What follows belongs to an exercise in optimizing a design on an open flow for small area, a short achievable clock period and few clock cycles; a production flow would make more cautious choices.
The RTL was checked by simulation tests, not by an equivalence proof against the original design.
Power is estimated from default activity; no workload was simulated.

$ cat flow/design.v
module aims_core (
    input  wire         clk,
    input  wire         rst,           
    input  wire         host_we,
    input  wire [3:0]   host_addr,
    input  wire [63:0]  host_wdata,
    output wire [63:0]  host_rdata,
    input  wire [2:0]   rs_idx,
    output wire [31:0]  rs_data,
    output wire [9:0]   imem_addr,
    input  wire [127:0] imem_rdata
);
    localparam NREG    = 6;
    localparam MAXPROG = 1024;
    localparam [2:0] IP_DEFAULT = 3'd1;
    localparam [2:0] ST_IDLE   = 3'd0;
    localparam [2:0] ST_RUN    = 3'd1;
    localparam [2:0] ST_HALT   = 3'd2;
    localparam [2:0] ST_CAPPED = 3'd3;
    localparam [2:0] ST_FAULT  = 3'd4;
    localparam [3:0] LE_BAD_IP   = 4'd4;
    localparam [3:0] LE_TOO_LONG = 4'd7;
    reg [31:0] p0, p1, p2, p3, p4;   
    reg [31:0] pcr;                
    reg [2:0]  state;
    reg        fix;                
    reg        bub;                
    reg [2:0]  ipsel;
    reg [10:0] plen;
    reg        cap_en;
    reg [63:0] cap_n;
    reg [63:0] iter;
    reg        load_err;
    reg [3:0]  load_code;
    reg [1:0]  fault_code;
    reg        mbusy;              
    reg [31:0] ma;                 
    reg [31:0] mb;                 
    reg        mprev;              
    reg [2:0]  mc;                 
    function [5:0] dec;
        input [2:0] i;
        begin
            dec[0] = (i == 3'd0);
            dec[1] = (i == 3'd1);
            dec[2] = (i == 3'd2);
            dec[3] = (i == 3'd3);
            dec[4] = i[2] & ~i[0];
            dec[5] = i[2] &  i[0];
        end
    endfunction
    function [31:0] add32;
        input [31:0] a;
        input [31:0] b;
        input        ci;
        reg   [31:0] p, g, t;
        integer i, d;
        begin
            p = a ^ b;
            g = a & b;
            g[0] = g[0] | (p[0] & ci);
            t = p;
            for (d = 1; d < 32; d = d * 2)
                for (i = 31; i >= d; i = i - 1) begin
                    g[i] = g[i] | (t[i] & g[i-d]);
                    t[i] = t[i] & t[i-d];
                end
            add32 = p ^ {g[30:0], ci};
        end
    endfunction
    wire run  = (state == ST_RUN);
    wire idle = (state == ST_IDLE);
    wire [5:0]  ipm = dec(ipsel);              
    wire [4:0]  lt  = {ipsel > 3'd4, ipsel > 3'd3, ipsel > 3'd2,
                       ipsel > 3'd1, ipsel > 3'd0};     
    function [4:0] smap;
        input [5:0] d;
        input [4:0] l;
        integer k;
        begin
            for (k = 0; k < 5; k = k + 1)
                smap[k] = l[k] ? d[k] : d[k+1];
        end
    endfunction
    function [31:0] rdx;
        input [5:0] d;
        input [5:0] m;                         
        input [4:0] l;                         
        input [31:0] r0, r1, r2, r3, r4, p;
        reg   [4:0] sx;
        begin
            sx  = smap(d, l);
            rdx = (r0 & {32{sx[0]}}) | (r1 & {32{sx[1]}}) | (r2 & {32{sx[2]}}) |
                  (r3 & {32{sx[3]}}) | (r4 & {32{sx[4]}}) |
                  (p & {32{|(d & m)}});
        end
    endfunction
    wire [31:0] pc  = pcr;
    wire [31:0] pc1 = pc + 32'd1;
    wire        inr = (pc[31:11] == 21'd0) && (pc[10:0] < plen);
    aims_core_rdport u_rdport (
        .rs_idx(rs_idx), .ipm(ipm), .lt(lt),
        .p0(p0), .p1(p1), .p2(p2), .p3(p3), .p4(p4), .pcr(pcr),
        .rs_data(rs_data)
    );
    wire [31:0] lane_op = imem_rdata[31:0];
    wire [31:0] lane_a  = imem_rdata[63:32];
    wire [31:0] lane_b  = imem_rdata[95:64];
    wire [31:0] lane_c  = imem_rdata[127:96];
    wire [3:0]  op      = lane_op[3:0];
    wire        op_bad  = |lane_op[31:4];
    reg a_is_reg;
    reg b_is_reg;
    always @(*) begin
        case (op)
            4'd9, 4'd10, 4'd13: a_is_reg = 1'b0;
            default:            a_is_reg = 1'b1;
        endcase
        case (op)
            4'd0, 4'd2, 4'd4, 4'd6, 4'd10, 4'd12, 4'd13, 4'd15: b_is_reg = 1'b1;
            default:                                            b_is_reg = 1'b0;
        endcase
    end
    wire a_ok = (lane_a[31:3] == 29'd0) && !(lane_a[2] && lane_a[1]);
    wire b_ok = (lane_b[31:3] == 29'd0) && !(lane_b[2] && lane_b[1]);
    wire c_ok = (lane_c[31:3] == 29'd0) && !(lane_c[2] && lane_c[1]);
    wire idx_bad = (a_is_reg & ~a_ok) | (b_is_reg & ~b_ok) | ~c_ok;
    wire [2:0]  c_idx  = lane_c[2:0];
    wire        c_ip   = (c_idx == ipsel);
    wire        a_ip   = (lane_a[2:0] == ipsel);
    wire        is_add = (op == 4'd0) || (op == 4'd1);
    wire        is_set = (op == 4'd8) || (op == 4'd9);
    wire        addop  = is_add || is_set;      
    wire        is_mul = (op[3:1] == 3'b001);
    wire        a_reg = a_is_reg | mbusy;
    wire [5:0]  sel_a = dec(mbusy ? mc : lane_a[2:0]) & {6{a_reg}};
    wire [5:0]  sel_b = dec(lane_b[2:0]) & {6{b_is_reg}};
    wire [31:0] va = rdx(sel_a, ipm, lt, p0, p1, p2, p3, p4, pcr) |
                     (lane_a & {32{~a_reg}});
    wire [31:0] vb = rdx(sel_b, ipm, lt, p0, p1, p2, p3, p4, pcr) |
                     (lane_b & {32{~b_is_reg}});
    wire [31:0] vb_add;
    wire        cin;
    wire [31:0] sum   = add32(va, vb_add, cin);
    wire        mzero = (va == 32'd0) || (vb == 32'd0);
    reg [31:0] alu;
    always @(*) begin
        case (op)
            4'd0, 4'd1, 4'd8, 4'd9: alu = sum;
            4'd2, 4'd3:             alu = 32'd0;    
            4'd4, 4'd5:             alu = va & vb;
            4'd6, 4'd7:             alu = va | vb;
            4'd10, 4'd11, 4'd12:    alu = {31'd0, $signed(va) > $signed(vb)};
            default:                alu = {31'd0, va == vb};
        endcase
    end
    wire        bneg  = mb[1] & ~(mb[0] & mprev);
    wire        btwo  = (mb[1] & ~mb[0] & ~mprev) | (~mb[1] & mb[0] & mprev);
    wire        bnz   = (mb[0] ^ mprev) | btwo;
    wire [31:0] bpp   = (btwo ? {ma[30:0], 1'b0} : ma) & {32{bnz}};
    assign vb_add = mbusy ? (bpp ^ {32{bneg}}) : (is_set ? 32'd0 : vb);
    assign cin    = mbusy ? bneg : c_ip;
    wire        mdone = (mb[31:1] == 31'd0) || (mb[31:1] == {31{1'b1}});
    wire [5:0]  z01 = {pcr[31:1] == 31'd0,
                       p4[31:1] == 31'd0, p3[31:1] == 31'd0,
                       p2[31:1] == 31'd0, p1[31:1] == 31'd0, p0[31:1] == 31'd0};
    wire [5:0]  xl  = {pcr[0], p4[0], p3[0], p2[0], p1[0], p0[0]};
    wire [5:0]  db  = dec(lane_b[2:0]);
    wire [5:0]  sb7 = {|(db & ipm), smap(db, lt)};
    wire        j_seti = (op == 4'd9);
    wire        j_addi = (op == 4'd1) & a_ip;
    wire        j_addr = (op == 4'd0) & a_ip & |(z01 & sb7);
    wire        fastj  = c_ip & (j_seti | j_addi | j_addr);
    wire ex     = run & ~fix & ~bub & ~mbusy;        
    wire go     = ex & inr & ~op_bad & ~idx_bad;
    wire mstart = go & is_mul & ~mzero;
    wire commit = go & ~mstart;                       
    wire mfin   = mbusy & mdone;                      
    wire mclr   = go & mstart;                        
    wire slow   = commit & c_ip & ~addop;             
    wire mslow  = (mc == ipsel);
    wire count  = (commit & ~slow) | (mfin & ~mslow) | (run & fix);
    wire [63:0] iter_next = iter + 64'd1;
    wire        cap_hit   = cap_en && (cap_n != 64'd0) && (iter_next == cap_n);
    wire adv  = run & ~bub;
    wire [9:0] pc1_10 = pc[9:0] + 10'd1;
    wire [9:0] pc2_10 = pc[9:0] + 10'd2;
    aims_core_fetch u_fetch (
        .op(op), .lane_a(lane_a[9:0]), .lane_b(lane_b[9:0]), .c_idx(c_idx),
        .ipsel(ipsel), .ipm(ipm), .lt(lt), .ex(ex), .adv(adv), .pc(pc[9:0]),
        .pc1(pc1_10), .pc2(pc2_10), .z01(z01), .xl(xl),
        .imem_addr(imem_addr)
    );
    wire        w_en   = commit | mclr | mbusy;
    wire [2:0]  w_idx  = mbusy ? mc : c_idx;
    wire        w_ip   = mbusy ? mslow : c_ip;
    wire [31:0] w_data = mbusy ? sum : alu;
    wire [4:0]  w_slot = smap(dec(w_idx), lt);
    wire        wr_ip  = ((commit | mfin) & ~w_ip) | (run & fix);
    wire        refetch = c_ip & addop & ~fastj;
    always @(posedge clk) begin
        if (mbusy) begin
            ma    <= {ma[29:0], 2'b00};
            mb    <= {{2{mb[31]}}, mb[31:2]};
            mprev <= mb[1];
        end else begin
            ma    <= va;
            mb    <= vb;
            mprev <= 1'b0;
            mc    <= c_idx;
        end
    end
    always @(posedge clk) begin
        if (rst) begin
            p0  <= 32'd0; p1 <= 32'd0; p2 <= 32'd0;
            p3  <= 32'd0; p4 <= 32'd0;
            pcr <= 32'd0;
        end else begin
            if (w_en && w_slot[0]) p0 <= w_data;
            if (w_en && w_slot[1]) p1 <= w_data;
            if (w_en && w_slot[2]) p2 <= w_data;
            if (w_en && w_slot[3]) p3 <= w_data;
            if (w_en && w_slot[4]) p4 <= w_data;
            if (w_en && w_ip)
                pcr <= w_data;
            else if (wr_ip)
                pcr <= pc1;
        end
    end
    always @(posedge clk) begin
        if (rst) begin
            state      <= ST_IDLE;
            fix        <= 1'b0;
            bub        <= 1'b0;
            mbusy      <= 1'b0;
            ipsel      <= IP_DEFAULT;
            plen       <= 11'd0;
            cap_en     <= 1'b0;
            cap_n      <= 64'd0;
            iter       <= 64'd0;
            load_err   <= 1'b0;
            load_code  <= 4'd0;
            fault_code <= 2'd0;
        end else begin
            if (host_we && idle) begin
                case (host_addr)
                    4'h1: begin
                        if (host_wdata < NREG)
                            ipsel <= host_wdata[2:0];
                        else if (!load_err) begin
                            load_err  <= 1'b1;
                            load_code <= LE_BAD_IP;
                        end
                    end
                    4'h2: begin
                        if (host_wdata <= MAXPROG)
                            plen <= host_wdata[10:0];
                        else if (!load_err) begin
                            load_err  <= 1'b1;
                            load_code <= LE_TOO_LONG;
                        end
                    end
                    4'h3: cap_en <= host_wdata[0];
                    4'h4: cap_n  <= host_wdata;
                    4'h7: begin
                        if (host_wdata[0] && !load_err) begin
                            state <= ST_RUN;
                            fix   <= 1'b0;
                            bub   <= 1'b0;
                            mbusy <= 1'b0;
                        end
                    end
                    default: ;
                endcase
            end
            if (run) begin
                if (fix | bub) begin
                    fix <= 1'b0;
                    bub <= 1'b0;
                end else if (mbusy) begin
                    if (mdone) begin
                        mbusy <= 1'b0;
                        fix   <= mslow;
                    end
                end else if (!inr) begin
                    state <= ST_HALT;
                end else if (op_bad) begin
                    state      <= ST_FAULT;
                    fault_code <= 2'd1;
                end else if (idx_bad) begin
                    state      <= ST_FAULT;
                    fault_code <= 2'd2;
                end else if (mstart) begin
                    mbusy <= 1'b1;
                end else begin
                    fix <= slow;
                    bub <= refetch;
                end
                if (count) begin
                    iter <= iter_next;
                    if (cap_hit)
                        state <= ST_CAPPED;
                end
            end
        end
    end
    wire [31:0] fault_pc = (state == ST_FAULT) ? pc : 32'd0;
    aims_core_hostrd u_hostrd (
        .host_addr(host_addr),
        .status({2'd0, fault_code, load_code, load_err, state}),
        .ipsel(ipsel), .plen(plen), .cap_en(cap_en), .cap_n(cap_n),
        .iter(iter), .fault_pc(fault_pc), .host_rdata(host_rdata)
    );
endmodule
module aims_core_fetch (
    input  wire [3:0] op,
    input  wire [9:0] lane_a,
    input  wire [9:0] lane_b,
    input  wire [2:0] c_idx,
    input  wire [2:0] ipsel,
    input  wire [5:0] ipm,
    input  wire [4:0] lt,
    input  wire       ex,
    input  wire       adv,
    input  wire [9:0] pc,
    input  wire [9:0] pc1,
    input  wire [9:0] pc2,
    input  wire [5:0] z01,
    input  wire [5:0] xl,
    output wire [9:0] imem_addr
);
    function [9:0] add10;
        input [9:0] a;
        input [9:0] b;
        input       ci;
        reg   [9:0] p, g, t;
        integer i, d;
        begin
            p = a ^ b;
            g = a & b;
            g[0] = g[0] | (p[0] & ci);
            t = p;
            for (d = 1; d < 10; d = d * 2)
                for (i = 9; i >= d; i = i - 1) begin
                    g[i] = g[i] | (t[i] & g[i-d]);
                    t[i] = t[i] & t[i-d];
                end
            add10 = p ^ {g[8:0], ci};
        end
    endfunction
    wire [2:0] bi = lane_b[2:0];
    wire [5:0] db;
    assign db[0] = (bi == 3'd0);
    assign db[1] = (bi == 3'd1);
    assign db[2] = (bi == 3'd2);
    assign db[3] = (bi == 3'd3);
    assign db[4] = bi[2] & ~bi[0];
    assign db[5] = bi[2] &  bi[0];
    wire [4:0] sx;
    assign sx[0] = lt[0] ? db[0] : db[1];
    assign sx[1] = lt[1] ? db[1] : db[2];
    assign sx[2] = lt[2] ? db[2] : db[3];
    assign sx[3] = lt[3] ? db[3] : db[4];
    assign sx[4] = lt[4] ? db[4] : db[5];
    wire [5:0] sb = {|(db & ipm), sx};
    wire       zb  = |(z01 & sb);
    wire       xb  = |(xl & sb);
    wire [9:0] s_b = xb ? pc2 : pc1;
    wire [9:0] t_seti = add10(lane_a, 10'd0, 1'b1);
    wire [9:0] t_addi = add10(pc, lane_b, 1'b1);
    wire [9:0] seqa   = adv ? pc1 : pc;
    wire c_ip = (c_idx == ipsel);
    wire a_ip = (lane_a[2:0] == ipsel);
    wire j    = ex & c_ip;
    wire sel_seti = j & (op == 4'd9);
    wire sel_addi = j & (op == 4'd1) & a_ip;
    wire sel_addr = j & (op == 4'd0) & a_ip & zb;
    wire sel_seq  = ~(sel_seti | sel_addi | sel_addr);
    assign imem_addr = (t_seti & {10{sel_seti}}) | (t_addi & {10{sel_addi}}) |
                       (s_b & {10{sel_addr}}) | (seqa & {10{sel_seq}});
endmodule
module aims_core_rdport (
    input  wire [2:0]  rs_idx,
    input  wire [5:0]  ipm,
    input  wire [4:0]  lt,
    input  wire [31:0] p0, p1, p2, p3, p4, pcr,
    output wire [31:0] rs_data
);
    wire [31:0] racc;
    wire [2:0] i = rs_idx;
    wire [5:0] s;
    assign s[0] = (i == 3'd0);
    assign s[1] = (i == 3'd1);
    assign s[2] = (i == 3'd2);
    assign s[3] = (i == 3'd3);
    assign s[4] = i[2] & ~i[0];
    assign s[5] = i[2] &  i[0];
    wire [4:0] sx;
    assign sx[0] = lt[0] ? s[0] : s[1];
    assign sx[1] = lt[1] ? s[1] : s[2];
    assign sx[2] = lt[2] ? s[2] : s[3];
    assign sx[3] = lt[3] ? s[3] : s[4];
    assign sx[4] = lt[4] ? s[4] : s[5];
    wire       sp = |(s & ipm);
    assign racc = (p0 & {32{sx[0]}}) | (p1 & {32{sx[1]}}) | (p2 & {32{sx[2]}}) |
                  (p3 & {32{sx[3]}}) | (p4 & {32{sx[4]}}) |
                  (pcr & {32{sp}});
    assign rs_data = racc & {32{~(rs_idx[2] & rs_idx[1])}};
endmodule
module aims_core_hostrd (
    input  wire [3:0]  host_addr,
    input  wire [11:0] status,
    input  wire [2:0]  ipsel,
    input  wire [10:0] plen,
    input  wire        cap_en,
    input  wire [63:0] cap_n,
    input  wire [63:0] iter,
    input  wire [31:0] fault_pc,
    output reg  [63:0] host_rdata
);
    always @(*) begin
        case (host_addr)
            4'h0:    host_rdata = {52'd0, status};
            4'h1:    host_rdata = {61'd0, ipsel};
            4'h2:    host_rdata = {53'd0, plen};
            4'h3:    host_rdata = {63'd0, cap_en};
            4'h4:    host_rdata = cap_n;
            4'h5:    host_rdata = iter;
            4'h6:    host_rdata = {32'd0, fault_pc};
            default: host_rdata = 64'd0;
        endcase
    end
endmodule
$ cat flow/flow/run.sh
#!/bin/bash
set -euo pipefail
bash standard.sh "BUFFER_PORTS_ARGS=-buffer_cell sky130_fd_sc_hd__buf_2" \
    SETUP_SLACK_MARGIN=6 finish > flow_standard.log 2>&1
$ cat flow/standard.sh
#!/bin/bash
# synth_recipe.tcl (not shown) runs the flow's synth.tcl, then flattens the netlist and writes it again
# the make line also repeats each setting of config.mk as NAME=value (left out here)
make -C /OpenROAD-flow-scripts/flow DESIGN_CONFIG=/design/flow/config.mk WORK_HOME=/design/flow/orfs CLKGATE_MAP_FILE= SYNTH_SCRIPT=/design/flow/synth_recipe.tcl "${@:-finish}"
$ cat flow/config.mk
export PLATFORM = sky130hd
export DESIGN_NAME = aims_core
export DESIGN_NICKNAME = aims_core
export VERILOG_FILES = /design/flow/design.v
export SDC_FILE = /design/flow/constraint.sdc
export NUM_CORES = 4
export LEC_CHECK = 0
export CAP_MARGIN = 20
export CORE_MARGIN = 2
export CORE_UTILIZATION = 50
export PLACE_DENSITY = 0.65
export SETUP_SLACK_MARGIN = 5
export SLEW_MARGIN = 20
export SYNTH_HIERARCHICAL = 1
export TNS_END_PERCENT = 0
$ cat flow/constraint.sdc
create_clock -name core_clock -period 13.0 [get_ports {clk}]
set_input_delay 2.6000 -clock core_clock [delete_from_list [all_inputs] [get_ports {clk}]]
set_output_delay 2.6000 -clock core_clock [all_outputs]
set_load 0.01 [all_outputs]
==> impl_metrics.py, run 1 <==
metrics = {
    "grt": {
        "antenna_found_initial": 6,
        "grt_pass1_vias": 33400,
        "overflow": 0,
        "grt_max_degree": 129,
        "grt_pass1_wl_um": 221000,
        "track_usage_pct": 43.6,
    },
    "layout": {
        "areaGrowthSynthToFinish_pct": 16.2,
        "stdcell_area_mm2": 0.0375,
        "num-fill-cells": 6096,
        "nNetsFinal": 4794,
        "final_util_pct": 58.4,
        "drive_gt1_share_pct": 16.9,
    },
    "drt": {
        "ant_nets": 0,
        "post-route-drc-count": 0,
        "wl_per_cell_um": 28.7,
        "avgViaCountPerCell": 6.87,
        "num_vias": 36600,
        "drtIter0Drc": 5828,
        "first_pass_iters": 14,
        "wl_um": 153000,
    },
    "min_path": {
        "hold_class": "reg -> reg",
        "min-delay-start": "load_code[2]$_SDFFE_PP0P_",
    },
    "power": {
        "leakagePower_nw": 14.5,
        "power_density_mw_per_mm2": 91.4,
        "ir_drop_mv": 0.0915,
    },
    "floorplanning": {
        "core_mm2": 0.0641,
        "num_rows": 93,
        "io_pins": 308,
        "start_util_pct": 50.3,
        "die_h_um": 258,
        "die_width_um": 258,
        "die_area_mm2": 0.0665,
    },
    "synth": {
        "syn_avg_cell_area_um2": 7.60,
        "ys_types": 101,
        "async_flop_share_pct": 0,
        "seq_area_frac_synth_pct": 25.8,
        "synth_area_mm2": 0.0322,
        "ys.flop_type": "dfxtp_1",
        "synth_warnings": 9,
        "synthCells": 4238,
        "yosys_register_bits": 414,
        "synth_edf_count": 1,
    },
    "job": {
        "maxCapViolCount": 0,
    },
    "placed_design": {
        "dp_hpwl_um": 108000,
        "place_area_mm2": 0.0346,
        "numPortBuffers": 307,
        "globalplace.congestion": 1.07,
    },
    "clocking": {
        "clockBufferDepth": 3,
        "clockRootBuffer": "clkbuf_16",
        "tritoncts": "yes",
        "cts.clk_slew.worst_paths_ns": 0.06,
        "insertion_delay_ns": 0.62,
        "cts_sinks": 414,
        "cts_buffers": 51,
        "htree_levels": 2,
    },
    "critical_path": {
        "worstSetupPathType": "in -> out",
        "cp_max_fo": 32,
        "required_ns": 10.40,
        "cp.arrival_ns": 4.73,
        "end_kind": "output pin",
        "start_kind": "input pin",
        "startpoint": "rs_idx[0]",
        "rr_startpoint": "ipsel[1]$_SDFFE_PP0P_",
    },
    "sta": {
        "post-route-period-util_pct": 56.4,
        "slew_headroom_pct": 4.68,
        "setup_viol": 0,
        "final.min_clock_period_ns": 7.33,
        "worst_pin_slew_ns": 1.42,
        "finalSetupTns_ns": 0,
        "drv_slew": 0,
        "skew_ns": 0.0280,
        "fmax_ghz": 0.136,
        "hold_viol_final": 0,
        "rsz0062_at_grt": "true",
    },
    "outcome": {
        "status": "timing/DRC/antenna clean",
    },
}
[metal layers]
layer	vias to the layer above	track usage (%)	wire [um]
li1	16200	-	-
met1	17300	54.0	57700
met2	2477	65.6	64400
met3	701	12.1	17800
met4	6	30.1	13300
met5	-	0.499	74
[Yosys stat by module, one instance, submodules excluded]
module / cells inside / copies in the design / flip-flops and latches
aims_core_hostrd: 162 / 1 / 0
aims_core_rdport: 196 / 1 / 0
aims_core: 3696 / 1 / 414
aims_core_fetch: 184 / 1 / 0
[state kept, by name, summed over array words and instances (netlist names), 3 cells and up]
name	count
cap_n	64
iter	64
ma	32
mb	32
p0	32
p1	32
p2	32
p3	32
p4	32
pcr	32
plen	11
ipsel	3
mc	3
state	3
[cell type report]
type                       instances  area [um2]  area share (%)
sequential                       414        8300            22.2
timing repair buffer             464        2970            7.93
tap                              855        1070            2.86
clock inverter                    17         270           0.722
antenna                            2        5.00          0.0134
multi-input combinational       3354       22700            60.7
clock buffer                      72        1520            4.05
inverter                         153         577            1.54
[Yosys cell counts (13+ instances only)]
master,number,area (um2)
o31ai_1,23,173
nor3_1,61,305
a222oi_1,67,671
a32oi_1,18,158
o21ai_0,123,616
xor2_1,91,797
a21oi_1,263,1320
buf_2,31,155
nor2b_1,81,507
nor3b_1,13,97.6
o21a_1,25,188
mux2_1,63,709
mux2i_1,42,420
a31oi_1,24,150
xnor2_1,126,1100
and2_1,25,156
a211oi_1,174,1310
a22oi_1,166,1250
dfxtp_1,413,8270
nor2_1,418,1570
a221oi_1,18,158
a21o_1,22,165
mux2_2,48,541
or3_1,20,125
a22o_1,48,420
inv_1,144,541
nand3_1,102,510
nand2b_1,22,138
and3_1,108,676
o211ai_1,15,113
nor4_1,142,888
o22ai_1,35,219
ha_1,151,1890
clkbuf_1,264,991
a21boi_1,17,128
a21boi_0,14,105
nand4_1,131,820
nand2_1,443,1660
[cell usage in the layout (no fill, tap or decap), types with 91 or more instances in the layout]
cell type / count
nand2_1: 438
nor2_1: 413
dfxtp_1: 412
buf_2: 298
a21oi_1: 255
a211oi_1: 167
a22oi_1: 156
ha_1: 148
inv_1: 142
buf_4: 141
nor4_1: 139
nand4_1: 131
xnor2_1: 126
o21ai_0: 117
and3_1: 106
nand3_1: 100
xor2_1: 91
[kinds of logic after synthesis]
group | synth area share (%)
simple gates | 25.2
compound gates | 25.9
buf+inv | 5.95
flops | 25.8
xor+xnor | 5.90
mux | 5.32
fa+ha+maj | 6.05
other cells | 0.0116
[worst paths after layout]
| kind | endpoint | slack (ns) | cells past startpoint |
|---|---|---|---|
| max | rs_data[0] | 5.67 | 7 |
| min | load_code[2]$_SDFFE_PP0P_ | 0.46 | 2 |
| max reg2reg | pcr[26]$_SDFFE_PP0P_ | 6.80 | 22 |
| min reg2reg | load_code[2]$_SDFFE_PP0P_ | 0.46 | 2 |
[where the power goes]
part | switching [mW] | leakage, nW | internal (mW)
registers | 0.0185 | 3.35 | 1.29
logic | 0.394 | 10.3 | 0.186
clock network | 0.609 | 0.874 | 0.929
[critical path: stages]
cell and delay, ns:
buf_2 0.24, mux4_2 0.55, o2bb2ai_2 0.13, buf_4 0.33, nand2_1 0.14, nand4_1 0.41
buf_2 0.31
[repair_timing]
action / CTS / global route
endpoints found under the setup margin: 274 / 269
resized for setup: 72 / 59
hold buffers: 0 / 0
gates cloned: 3 / 3
pin swaps: 23 / 27
buffers inserted: 26 / 21
[metrics by stage]
step	hold slack (ns)	cells	worst slack, ns	total power, mW
floorplan	0.421	4240	5.86	1.63
global placement	0.440	5186	4.17	1.85
detailed placement	0.449	5187	4.08	1.85
CTS	0.456	5305	5.77	3.39
global route	0.483	5329	5.69	3.50
finish	0.458	5331	5.67	3.42
Testbench counts, summed over its fixed seeds: cycles 65,974.
==> run 2: changes to the inputs <==
--- a/flow/design.v
+++ b/flow/design.v
@@ -31,7 +31,7 @@
     reg [63:0] cap_n;
     reg [63:0] iter;
     reg        load_err;
-    reg [3:0]  load_code;
+    reg        load_7;             
     reg [1:0]  fault_code;
     reg        mbusy;              
     reg [31:0] ma;                 
@@ -58,14 +58,13 @@
         begin
             p = a ^ b;
             g = a & b;
-            g[0] = g[0] | (p[0] & ci);
             t = p;
             for (d = 1; d < 32; d = d * 2)
                 for (i = 31; i >= d; i = i - 1) begin
                     g[i] = g[i] | (t[i] & g[i-d]);
                     t[i] = t[i] & t[i-d];
                 end
-            add32 = p ^ {g[30:0], ci};
+            add32 = p ^ {g[30:0] | (t[30:0] & {31{ci}}), ci};
         end
     endfunction
     wire run  = (state == ST_RUN);
@@ -239,7 +238,7 @@
             cap_n      <= 64'd0;
             iter       <= 64'd0;
             load_err   <= 1'b0;
-            load_code  <= 4'd0;
+            load_7     <= 1'b0;
             fault_code <= 2'd0;
         end else begin
             if (host_we && idle) begin
@@ -249,7 +248,7 @@
                             ipsel <= host_wdata[2:0];
                         else if (!load_err) begin
                             load_err  <= 1'b1;
-                            load_code <= LE_BAD_IP;
+                            load_7    <= 1'b0;      
                         end
                     end
                     4'h2: begin
@@ -257,7 +256,7 @@
                             plen <= host_wdata[10:0];
                         else if (!load_err) begin
                             load_err  <= 1'b1;
-                            load_code <= LE_TOO_LONG;
+                            load_7    <= 1'b1;      
                         end
                     end
                     4'h3: cap_en <= host_wdata[0];
@@ -305,6 +304,7 @@
         end
     end
     wire [31:0] fault_pc = (state == ST_FAULT) ? pc : 32'd0;
+    wire [3:0]  load_code = {1'b0, load_err, load_7, load_7};
     aims_core_hostrd u_hostrd (
         .host_addr(host_addr),
         .status({2'd0, fault_code, load_code, load_err, state}),
==> flow/run.sh (new file) <==
#!/bin/bash
# synth_recipe.tcl (not shown) runs the flow's synth.tcl, then flattens the netlist and writes it again
# the make line also repeats each setting of config.mk as NAME=value (left out here)
make -C /OpenROAD-flow-scripts/flow DESIGN_CONFIG=/design/flow/config.mk WORK_HOME=/design/flow/orfs CLKGATE_MAP_FILE= SYNTH_SCRIPT=/design/flow/synth_recipe.tcl finish
--- a/flow/config.mk
+++ b/flow/config.mk
@@ -7,7 +7,7 @@
 export LEC_CHECK = 0
 export CAP_MARGIN = 20
 export CORE_MARGIN = 2
-export CORE_UTILIZATION = 50
+export CORE_UTILIZATION = 45
 export PLACE_DENSITY = 0.65
 export SETUP_SLACK_MARGIN = 5
 export SLEW_MARGIN = 20
removed: flow/flow/run.sh
removed: flow/standard.sh
==> run 2 against run 1 <==
Against the previous run: synthesized area about the same; global-route usage shrank 6.8 points; count of clock-buffer cells in the layout is 7 lower; flip-flop and latch count decreased by 1; critical path type unchanged; largest cell class unchanged; clock power about the same; sequential share of layout area is 0.46 points lower; first-iteration DRC count shrank 4.3%; largest power group unchanged; total power down 1.4%; combinational power down 5.7%; core utilization is 4.8 points lower.
==> impl_metrics.py, run 2 <==
metrics = {
    "critical_path": {
        "cp_max_fo": 32,
        "worstSetupPathType": "in -> out",
        "required_ns": 10.40,
        "cp.arrival_ns": 5.46,
        "start_kind": "input pin",
        "end_kind": "output pin",
    },
    "drt": {
        "wl_per_cell_um": 26.5,
        "wl_um": 143000,
        "num_vias": 36000,
        "post-route-drc-count": 0,
        "ant_nets": 0,
        "drtIter0Drc": 5576,
        "avgViaCountPerCell": 6.69,
        "first_pass_iters": 15,
    },
    "layout": {
        "nNetsFinal": 4746,
        "instances_no_fill": 5388,
        "seq_area_mm2": 0.00828,
        "top_regs": "cap_n (64), iter (64)",
        "final_common_cell": "nand2_1",
        "final_util_pct": 53.6,
        "stdcell_area_mm2": 0.0382,
        "layout_common_cells": "nand2_1 (455), nor2_1 (430), dfxtp_1 (411)",
        "drive_gt1_share_pct": 9.28,
        "num-fill-cells": 6828,
        "areaGrowthSynthToFinish_pct": 18.5,
        "multi_input_area_mm2": 0.0224,
    },
    "power": {
        "p_sw_share_pct": 29.7,
        "intPower_mw": 2.37,
        "leakagePower_nw": 13.9,
        "p_seq_share_pct": 38.5,
        "power_density_mw_per_mm2": 88.5,
        "switchingPower_mw": 1.00,
        "pwr-share-comb_pct": 16.2,
        "power_mw": 3.38,
        "clkPwrFrac_pct": 45.3,
        "ir_drop_mv": 0.114,
    },
    "sta": {
        "setup_viol": 0,
        "finalSetupTns_ns": 0,
        "post-route-period-util_pct": 62.0,
        "rsz0062_at_grt": "true",
        "fmax_ghz": 0.124,
        "hold_viol_final": 0,
        "worst_pin_slew_ns": 1.15,
        "worst_slack_ns": 4.94,
        "hold_ws_ns": 0.486,
        "final.min_clock_period_ns": 8.06,
        "drv_slew": 0,
        "skew_ns": 0.0474,
        "slew_headroom_pct": 23.2,
    },
    "placed_design": {
        "place_area_mm2": 0.0361,
        "numPortBuffers": 307,
        "dp_cells": 5284,
        "globalplace.congestion": 1.05,
        "pre_cts_slack_ns": 3.74,
        "dp_hpwl_um": 101000,
    },
    "synth": {
        "synth_area_mm2": 0.0322,
        "synth_top_area_share_pct": 25.6,
        "synthTopCellsByArea": "dfxtp_1 (26%), ha_1 (5.9%), nand2_1 (5.3%)",
        "syn_avg_cell_area_um2": 7.58,
        "ys.flop_type": "dfxtp_1",
        "async_flop_share_pct": 0,
        "synth_edf_count": 1,
        "synth_commonest_cells": "nand2_1 (455), nor2_1 (435), dfxtp_1 (412)",
        "yosysTopAreaCell": "dfxtp_1",
        "ys_types": 113,
        "synth_warnings": 9,
        "synthCells": 4245,
        "yosysMostFrequentCell": "nand2_1",
        "yosys_register_bits": 413,
        "seq_area_frac_synth_pct": 25.7,
    },
    "floorplanning": {
        "core_mm2": 0.0711,
        "io_pins": 308,
        "num_rows": 98,
        "die_area_mm2": 0.0737,
        "start_util_pct": 45.3,
        "die_width_um": 271,
        "die_h_um": 271,
    },
    "min_path": {
        "hold_class": "reg -> reg",
    },
    "grt": {
        "grt_pass1_wl_um": 211000,
        "grt_max_degree": 173,
        "antenna_found_initial": 13,
        "track_usage_pct": 36.8,
        "grt_pass1_vias": 32600,
        "overflow": 0,
    },
    "job": {
        "maxCapViolCount": 0,
    },
    "outcome": {
        "status": "timing/DRC/antenna clean",
    },
    "clocking": {
        "insertion_delay_ns": 0.64,
        "clockBufferDepth": 3,
        "tritoncts": "yes",
        "cts_sinks": 413,
        "cts_buffers": 51,
        "htree_levels": 2,
        "cts_hold_buf": 0,
        "cts.clk_slew.worst_paths_ns": 0.06,
        "clockRootBuffer": "clkbuf_16",
    },
}
-- run 2: changes by cell type after synthesis, sizes merged, moves of 16 or more --
cell,change
nor2,+18
o21a,-17
a32oi,+31
a21oi,-40
and3,+23
a221oi,-16
a22oi,+30
a21boi,-18
a41oi,+21
a222oi,-30
o21ai,+45
-- run 2: kinds of logic (layout without fill, tap and decap cells) --
| kind of cell | after synthesis | in the layout | synth area share [%] |
|---|---|---|---|
| AND/OR/NAND/NOR | 1661 | 1661 | 25.6 |
| AO/OA/AOI/OAI | 1160 | 1160 | 25.1 |
| buffers and inverters | 477 | 661 | 6.12 |
| flip-flops | 413 | 413 | 25.7 |
| XOR/XNOR | 216 | 216 | 5.88 |
| multiplexers | 163 | 163 | 5.53 |
| adder cells (fa/ha/maj) | 154 | 154 | 6.03 |
| other | 1 | 10 | 0.0116 |
-- run 2: timing repair --
action	CTS	global route
endpoints found under the setup margin	154	205
buffers inserted	0	3
resized for setup	16	41
pin swaps	0	4
-- run 2: power groups by stage --
stage          registers (mW)  logic, mW  clock network [mW]
2_1_floorplan            1.32      0.285                   0
3_3_place_gp             1.33      0.514                   0
3_5_place_dp             1.33      0.515                   0
4_1_cts                  1.30      0.519                1.54
5_1_grt                  1.30      0.570                1.58
6_report                 1.30      0.546                1.53
-- run 2: cell type report --
class                           instances  area share [%]
Clock buffer                           65            3.75
Timing Repair Buffer                  418            10.3
Clock inverter                         29           0.925
Sequential cell                       413            21.7
Tap cell                              950            3.12
Multi-Input combinational cell       3357            58.7
Antenna cell                            7          0.0459
Inverter                              149            1.47
-- run 2: worst paths after layout --
path	slack (ns)	cells after the start	from	endpoint
worst max-delay path	4.94	7	rs_idx[0]	rs_data[2]
worst min-delay path	0.49	2	ma[25]$_DFF_P_	ma[27]$_DFF_P_
worst max register to register	6.44	19	ipsel[1]$_SDFFE_PP0P_	pcr[20]$_SDFFE_PP0P_
worst min register to register	0.49	2	ma[25]$_DFF_P_	ma[27]$_DFF_P_
-- run 2: routing by layer --
layer,up-vias,routed length (um),track usage (%)
met5,-,67,0
met3,562,17100,9.37
met2,2461,60400,55.4
met4,8,9910,21.2
met1,17000,55600,47.7
li1,16000,-,-
-- run 2: critical path, stage by stage --
cell	delay (ns)
clkdlybuf4s50_1	0.79
mux4_2	0.60
o2bb2ai_2	0.14
buf_4	0.29
nand2_1	0.13
nand4_1	0.31
clkdlybuf4s50_1	0.59
-- run 2: Yosys stat by module (local to each module, per instance) --
module,area (um2),copies in the design,flip-flops and latches,cells
aims_core_hostrd,1240,1,0,162
aims_core_rdport,1180,1,0,196
aims_core_fetch,1370,1,0,184
aims_core,28400,1,413,3703
Testbench counts of run 2, summed over its fixed seeds: cycles 65,974.
==> run 3: changes to the inputs <==
==> flow/flow/run.sh (new file) <==
#!/bin/bash
set -euo pipefail
bash standard.sh "BUFFER_PORTS_ARGS=-buffer_cell sky130_fd_sc_hd__buf_2" \
    SETUP_SLACK_MARGIN=6 finish > flow_standard.log 2>&1
==> flow/standard.sh (new file) <==
#!/bin/bash
# synth_recipe.tcl (not shown) runs the flow's synth.tcl, then flattens the netlist and writes it again
# the make line also repeats each setting of config.mk as NAME=value (left out here)
make -C /OpenROAD-flow-scripts/flow DESIGN_CONFIG=/design/flow/config.mk WORK_HOME=/design/flow/orfs CLKGATE_MAP_FILE= SYNTH_SCRIPT=/design/flow/synth_recipe.tcl "${@:-finish}"
--- a/flow/config.mk
+++ b/flow/config.mk
@@ -7,8 +7,8 @@
 export LEC_CHECK = 0
 export CAP_MARGIN = 20
 export CORE_MARGIN = 2
-export CORE_UTILIZATION = 45
-export PLACE_DENSITY = 0.65
+export CORE_UTILIZATION = 55
+export PLACE_DENSITY = 0.7
 export SETUP_SLACK_MARGIN = 5
 export SLEW_MARGIN = 20
 export SYNTH_HIERARCHICAL = 1
removed: flow/run.sh
==> run 3 against run 2 <==
Against the previous run: still clean; clock power shrank 3%; maximum frequency grew 11%; critical path depth grew 2; global-route usage rose by 8.8 points; synthesized area is the same; sequential share of layout area is 0.66 points higher; setup slack gained 0.82 ns; critical path type unchanged; critical endpoint is now imem_addr[6].
==> impl_metrics.py, run 3 <==
metrics = {
    "floorplanning": {
        "start_util_pct": 55.7,
        "core_mm2": 0.0578,
        "io_pins": 308,
        "die_width_um": 246,
        "num_rows": 88,
        "die_h_um": 246,
        "die_area_mm2": 0.0605,
    },
    "drt": {
        "avgViaCountPerCell": 6.95,
        "num_vias": 36300,
        "post-route-drc-count": 0,
        "ant_nets": 0,
        "wl_um": 143000,
        "wl_per_cell_um": 27.4,
        "drtIter0Drc": 5321,
        "first_pass_iters": 10,
    },
    "layout": {
        "areaGrowthSynthToFinish_pct": 15.0,
        "top_regs": "cap_n (64), iter (64)",
        "drive_gt1_share_pct": 17.4,
        "final_util_pct": 64.1,
        "layout_common_cells": "nand2_1 (454), nor2_1 (428), dfxtp_1 (410)",
        "final_common_cell": "nand2_1",
        "nNetsFinal": 4763,
    },
    "grt": {
        "grt_max_degree": 210,
        "track_usage_pct": 45.6,
        "grt_pass1_vias": 33100,
        "antenna_found_initial": 10,
        "met1_usage_pct": 57.6,
        "overflow": 0,
        "grt_pass1_wl_um": 212000,
        "busiest_layer": "met2",
        "grtUsageMet2_pct": 68.7,
        "grtUsageMet3_pct": 12.1,
    },
    "sta": {
        "worst_pin_slew_ns": 1.18,
        "rsz0062_at_grt": "true",
        "fmax_ghz": 0.138,
        "slew_headroom_pct": 21.5,
        "final.min_clock_period_ns": 7.24,
        "setup_viol": 0,
        "drv_slew": 0,
        "hold_viol_final": 0,
        "skew_ns": 0.0295,
        "finalSetupTns_ns": 0,
        "post-route-period-util_pct": 55.7,
    },
    "critical_path": {
        "rr_startpoint": "ipsel[2]$_SDFFE_PP0P_",
        "worstSetupPathType": "in -> out",
        "worstRegToRegCells": 18,
        "reg2reg_slack_ns": 7.06,
        "cp.arrival_ns": 4.64,
        "required_ns": 10.40,
        "start_kind": "input pin",
        "reg2reg_to": "pcr[6]$_SDFFE_PP0P_",
        "end_kind": "output pin",
        "cp_max_fo": 6,
    },
    "clocking": {
        "htree_levels": 2,
        "insertion_delay_ns": 0.63,
        "clockRootBuffer": "clkbuf_16",
        "tritoncts": "yes",
        "cts.clk_slew.worst_paths_ns": 0.06,
        "cts_sinks": 413,
        "clockBufferDepth": 3,
        "cts_buffers": 49,
    },
    "synth": {
        "synth_edf_count": 1,
        "synth_warnings": 9,
        "yosysTopAreaCell": "dfxtp_1",
        "syn_avg_cell_area_um2": 7.58,
        "ys_types": 113,
        "synth_area_mm2": 0.0322,
        "synthCells": 4245,
        "async_flop_share_pct": 0,
        "synthTopCellsByArea": "dfxtp_1 (26%), ha_1 (5.9%), nand2_1 (5.3%)",
        "yosys_register_bits": 413,
        "synth_top_area_share_pct": 25.6,
        "seq_area_frac_synth_pct": 25.7,
        "yosysMostFrequentCell": "nand2_1",
        "ys.flop_type": "dfxtp_1",
        "synth_commonest_cells": "nand2_1 (455), nor2_1 (435), dfxtp_1 (412)",
    },
    "power": {
        "p_seq_share_pct": 39.2,
        "power_mw": 3.32,
        "pwr-share-comb_pct": 16.4,
        "clkPwrFrac_pct": 44.4,
        "switchingPower_mw": 0.995,
        "leakagePower_nw": 14.3,
        "p_sw_share_pct": 30.0,
        "power_density_mw_per_mm2": 89.7,
        "ir_drop_mv": 0.111,
        "intPower_mw": 2.33,
    },
    "min_path": {
        "worstHoldEndpoint": "mb[15]$_DFF_P_",
        "hold_class": "reg -> reg",
        "min-delay-start": "mb[17]$_DFF_P_",
        "min_path_cells": 2,
    },
    "job": {
        "maxCapViolCount": 0,
    },
    "placed_design": {
        "dp_hpwl_um": 100000,
        "numPortBuffers": 307,
        "globalplace.congestion": 1.09,
    },
    "outcome": {
        "status": "timing/DRC/antenna clean",
    },
}
run 3: cell type report:
class / count / area [um2]
clock buffer: 77 / 1530
antenna: 5 / 12.5
sequential: 413 / 8280
multi-input combinational: 3357 / 22700
fill: 5217 / 20800
inverter: 149 / 564
clock inverter: 14 / 160
tap: 765 / 957
timing repair buffer: 437 / 2770
run 3: cells by family (layout without fill, tap and decap cells):
| family | after synthesis | count (layout) | synth area share, % |
|---|---|---|---|
| AOI/OAI and AO/OA | 1160 | 1160 | 25.1 |
| and+or+nand+nor | 1661 | 1661 | 25.6 |
| DFF | 413 | 413 | 25.7 |
| adders and majority gates | 154 | 154 | 6.03 |
| muxes | 163 | 163 | 5.53 |
| buffers and inverters | 477 | 677 | 6.12 |
| other | 1 | 8 | 0.0116 |
| xor gates and xnor gates | 216 | 216 | 5.88 |
run 3: power groups by stage:
stage | Clock [mW] | Sequential (mW) | Combinational, mW
3_3_place_gp | 0 | 1.33 | 0.479
5_1_grt | 1.52 | 1.30 | 0.567
3_5_place_dp | 0 | 1.33 | 0.480
2_1_floorplan | 0 | 1.32 | 0.286
4_1_cts | 1.47 | 1.30 | 0.506
6_report | 1.48 | 1.30 | 0.543
run 3: per-stage QoR:
step	worst slack, ns	hold slack [ns]	area (um2)	instances
after CTS	5.83	0.492	36700	5205
after global placement	4.23	0.475	34300	5088
after global routing	5.66	0.507	37000	5213
final	5.76	0.488	37000	5217
after detailed placement	4.04	0.473	34300	5089
after floorplan	5.97	0.450	32200	4247
run 3: what timing repair did:
action | 4_1_cts | 5_1_grt
pin swaps | 19 | 7
cloned | 5 | 0
hold buffers | 0 | 0
buffers inserted | 20 | 7
resized for setup | 88 | 46
setup endpoints to repair | 280 | 236
run 3: worst max-delay path, stage by stage:
cell,delay [ns]
buf_12,0.12
buf_12,0.13
and4b_1,0.21
o21ai_2,0.13
or4b_4,0.52
o21ai_2,0.15
a21oi_1,0.08
or4b_4,0.55
buf_6,0.14
run 3: how the worst max path moves through the flow:
stage,from,to,depth (start not counted)
after floorplan,imem_rdata[65],pcr[29]$_SDFFE_PP0P_,20
after global placement,imem_rdata[66],pcr[14]$_SDFFE_PP0P_,20
after detailed placement,imem_rdata[66],pcr[14]$_SDFFE_PP0P_,20
after CTS,imem_rdata[66],imem_addr[6],9
after global routing,imem_rdata[64],p3[31]$_SDFFE_PP0P_,23
final,imem_rdata[66],imem_addr[6],9
run 3: routing by layer:
layer  part of all wire (%)  vias to the layer above
met5                  0.043                        -
met4                    8.2                        4
met3                     12                      673
met2                     42                     2632
met1                     37                    16900
li1                       -                    16100
run 3: Yosys stat by module, one instance, submodules excluded:
module / cells inside / copies in the design
aims_core: 3703 / 1
aims_core_fetch: 184 / 1
aims_core_hostrd: 162 / 1
aims_core_rdport: 196 / 1
==> run 4: changes to the inputs <==
--- a/flow/config.mk
+++ b/flow/config.mk
@@ -7,8 +7,8 @@
 export LEC_CHECK = 0
 export CAP_MARGIN = 20
 export CORE_MARGIN = 2
-export CORE_UTILIZATION = 55
-export PLACE_DENSITY = 0.7
+export CORE_UTILIZATION = 62
+export PLACE_DENSITY = 0.75
 export SETUP_SLACK_MARGIN = 5
 export SLEW_MARGIN = 20
 export SYNTH_HIERARCHICAL = 1
==> run 4 against run 3 <==
Against the previous run: cell count shrank 1.9%; die area is 11% lower; synthesized area unchanged; combinational power barely moved; core utilization increased by 7.0 points; highest routed layer unchanged; first-iteration DRC count is 23% higher; register-to-register slack got worse by 0.12 ns; flip-flop and latch count unchanged; routed wire length rose by 3.0%.
==> impl_metrics.py, run 4 <==
metrics = {
    "placed_design": {
        "numPortBuffers": 307,
        "globalplace.congestion": 1.08,
        "place_area_mm2": 0.0342,
        "dp_hpwl_um": 102000,
    },
    "critical_path": {
        "cp_max_fo": 48,
        "cp.arrival_ns": 7.86,
        "worstRegToRegCells": 12,
        "worstSetupPathType": "in -> reg",
        "start_kind": "input pin",
        "end_kind": "register",
        "reg2reg_slack_ns": 6.94,
        "reg2reg_to": "state[1]$_SDFF_PP0_",
        "rr_startpoint": "pcr[24]$_SDFFE_PP0P_",
        "startpoint": "imem_rdata[0]",
        "required_ns": 13.43,
    },
    "floorplanning": {
        "die_width_um": 232,
        "num_rows": 83,
        "die_area_mm2": 0.0538,
        "die_h_um": 232,
        "start_util_pct": 62.8,
        "core_mm2": 0.0513,
        "io_pins": 308,
    },
    "clocking": {
        "htree_levels": 2,
        "clockRootBuffer": "clkbuf_16",
        "cts.clk_slew.worst_paths_ns": 0.06,
        "clockBufferDepth": 3,
        "cts_buffers": 47,
        "insertion_delay_ns": 0.62,
        "cts_hold_buf": 0,
        "cts_sinks": 413,
        "tritoncts": "yes",
    },
    "layout": {
        "stdcell_area_mm2": 0.0365,
        "final_common_cell": "nand2_1",
        "drive_gt1_share_pct": 16.7,
        "areaGrowthSynthToFinish_pct": 13.2,
        "final_util_pct": 71.1,
        "top_regs": "cap_n (64), iter (64)",
        "layout_common_cells": "nand2_1 (454), nor2_1 (429), dfxtp_1 (411)",
        "nNetsFinal": 4751,
    },
    "grt": {
        "grt_pass1_vias": 33800,
        "grt_pass1_wl_um": 216000,
        "antenna_found_initial": 20,
        "track_usage_pct": 52.6,
        "overflow": 0,
        "grt_max_degree": 149,
    },
    "drt": {
        "first_pass_iters": 13,
        "wl_um": 147000,
        "ant_nets": 0,
        "wl_per_cell_um": 28.8,
        "num_vias": 37500,
        "post-route-drc-count": 0,
        "avgViaCountPerCell": 7.32,
        "drtIter0Drc": 6536,
    },
    "sta": {
        "finalSetupTns_ns": 0,
        "skew_ns": 0.0257,
        "final.min_clock_period_ns": 7.43,
        "hold_viol_final": 0,
        "worst_pin_slew_ns": 1.24,
        "drv_slew": 0,
        "setup_viol": 0,
        "slew_headroom_pct": 16.7,
        "post-route-period-util_pct": 57.2,
        "fmax_ghz": 0.135,
        "rsz0062_at_grt": "true",
    },
    "synth": {
        "yosys_register_bits": 413,
        "synthTopCellsByArea": "dfxtp_1 (26%), ha_1 (5.9%), nand2_1 (5.3%)",
        "synth_top_area_share_pct": 25.6,
        "seq_area_frac_synth_pct": 25.7,
        "ys.flop_type": "dfxtp_1",
        "synthCells": 4245,
        "yosysTopAreaCell": "dfxtp_1",
        "synth_warnings": 9,
        "synth_area_mm2": 0.0322,
        "synth_edf_count": 1,
        "async_flop_share_pct": 0,
        "syn_avg_cell_area_um2": 7.58,
        "synth_commonest_cells": "nand2_1 (455), nor2_1 (435), dfxtp_1 (412)",
        "ys_types": 113,
        "yosysMostFrequentCell": "nand2_1",
    },
    "power": {
        "leakagePower_nw": 14.1,
        "ir_drop_mv": 0.106,
        "p_seq_share_pct": 40.8,
        "switchingPower_mw": 0.979,
        "clkPwrFrac_pct": 42.1,
        "p_sw_share_pct": 30.7,
        "pwr-share-comb_pct": 17.1,
        "power_density_mw_per_mm2": 87.6,
        "intPower_mw": 2.21,
    },
    "min_path": {
        "worstHoldEndpoint": "fault_code[0]$_SDFFE_PP0P_",
        "min_path_cells": 2,
        "min-delay-start": "fault_code[0]$_SDFFE_PP0P_",
        "hold_class": "reg -> reg",
    },
    "outcome": {
        "status": "timing/DRC/antenna clean",
    },
    "job": {
        "maxCapViolCount": 0,
    },
}
[run 4: cell counts after synthesis]
Identical to the previous run, type by type.
[run 4: layout make-up]
type	count	area, um2
Fill cell	4216	14900
Antenna cell	9	22.5
Timing Repair Buffer	425	2610
Tap cell	680	851
Multi-Input combinational cell	3359	22600
Inverter	149	564
Clock inverter	15	176
Clock buffer	67	1310
Sequential cell	413	8280
[run 4: Yosys stat by module (local to each module, per instance)]
module / copies in the design / cell area, um2
aims_core_rdport: 1 / 1180
aims_core_hostrd: 1 / 1240
aims_core: 1 / 28400
aims_core_fetch: 1 / 1370
[run 4: repair_timing]
item / CTS / global route
setup endpoints to repair: 267 / 276
pin swaps: 15 / 9
gates resized for setup: 64 / 45
cloned: 3 / 2
setup buffers: 10 / 4
[run 4: cells by family (layout without fill, tap and decap cells)]
kind of cell / after synthesis / count (layout) / share of synthesized area (%)
AND/OR/NAND/NOR: 1661 / 1661 / 25.6
AO/OA/AOI/OAI: 1160 / 1162 / 25.1
buffers and inverters: 477 / 656 / 6.12
flip-flops: 413 / 413 / 25.7
XOR/XNOR: 216 / 216 / 5.88
multiplexers: 163 / 163 / 5.53
adder cells (fa/ha/maj): 154 / 154 / 6.03
other: 1 / 12 / 0.0116
[run 4: worst max path at each step]
stage,end,slack [ns]
after floorplan,pcr[29]$_SDFFE_PP0P_,5.97
after global placement,pcr[28]$_SDFFE_PP0P_,4.23
after detailed placement,pcr[28]$_SDFFE_PP0P_,4.10
after CTS,imem_addr[6],5.71
after global routing,imem_addr[5],5.61
final,state[1]$_SDFF_PP0_,5.57
[run 4: power by group through the flow]
stage               sequential (mW)  combinational, mW  clock, mW
floorplan                      1.32              0.286          0
global placement               1.33              0.479          0
detailed placement             1.33              0.482          0
CTS                            1.30              0.502       1.33
global route                   1.30              0.561       1.38
finish                         1.30              0.546       1.34
[run 4: through the flow]
stage               power, mW  cells  worst slack (ns)  hold slack [ns]
floorplan                1.61   4247              5.97            0.450
global placement         1.81   5003              4.23            0.469
detailed placement       1.81   5004              4.10            0.478
CTS                      3.14   5099              5.71            0.492
global route             3.24   5110              5.61            0.503
finish                   3.19   5117              5.57            0.498
[run 4: worst max-delay path, cell delays in order]
cell and delay, ns:
buf_2 0.23, or3b_4 0.48, a32o_1 0.31, a21boi_2 0.17
buf_6 0.21, a222oi_1 0.36, and3_1 0.48, nand4_1 0.14
nor4_1 0.54, nand3_2 0.40, a311oi_4 0.64, buf_4 0.56
o21ai_0 0.14, o31ai_1 0.53
[run 4: metal layers]
layer | track usage, % | vias up | wire length, um | part of all wire (%)
met3 | 17.4 | 933 | 20900 | 14
met2 | 77.1 | 3201 | 60400 | 41
li1 | - | 16100 | - | -
met1 | 63.0 | 17300 | 50900 | 35
met5 | 0 | - | 174 | 0.12
met4 | 41.2 | 18 | 14700 | 10

[separate check: timing with driven ports]
In the flow no input, the clock included, has a driving cell. The finished layouts below were timed again as built, in two steps.
Step 1: set_driving_cell puts a clkbuf_16 on clk and a buf_2 on each other input, an assumption about the parent block.
Step 2 adds t to the input delays and takes it off the output delays; t is the mean of the earliest and latest rising clock arrival at the registers after step 1. Input paths then give back, and output paths get back, about the clock's delay inside the block.
Three values: no drivers, after step 1, after step 2; two values: the first two.
| run | t, ns | setup slack, ns | latest minus earliest clock arrival (ns) | slew at the worst register clock pin (ns) | pins driven straight from the clock port |
|---|---|---|---|---|---|
| run 1 | 0.673 | 5.671 / 5.450 / 5.111 | 0.028 / 0.028 | 0.06 / 0.06 | 1 |
| run 2 | 0.679 | 4.937 / 4.907 / 4.322 | 0.047 / 0.047 | 0.07 / 0.07 | 1 |
| run 3 | 0.684 | 5.761 / 5.649 / 5.055 | 0.029 / 0.030 | 0.07 / 0.07 | 1 |
| run 4 | 0.673 | 5.570 / 5.520 / 4.933 | 0.025 / 0.026 | 0.07 / 0.07 | 1 |
After both steps setup and hold are still met in every run listed. The setup slack of run 3, which loses most, moves by -0.112 ns with the drivers and by -0.706 ns with both steps.
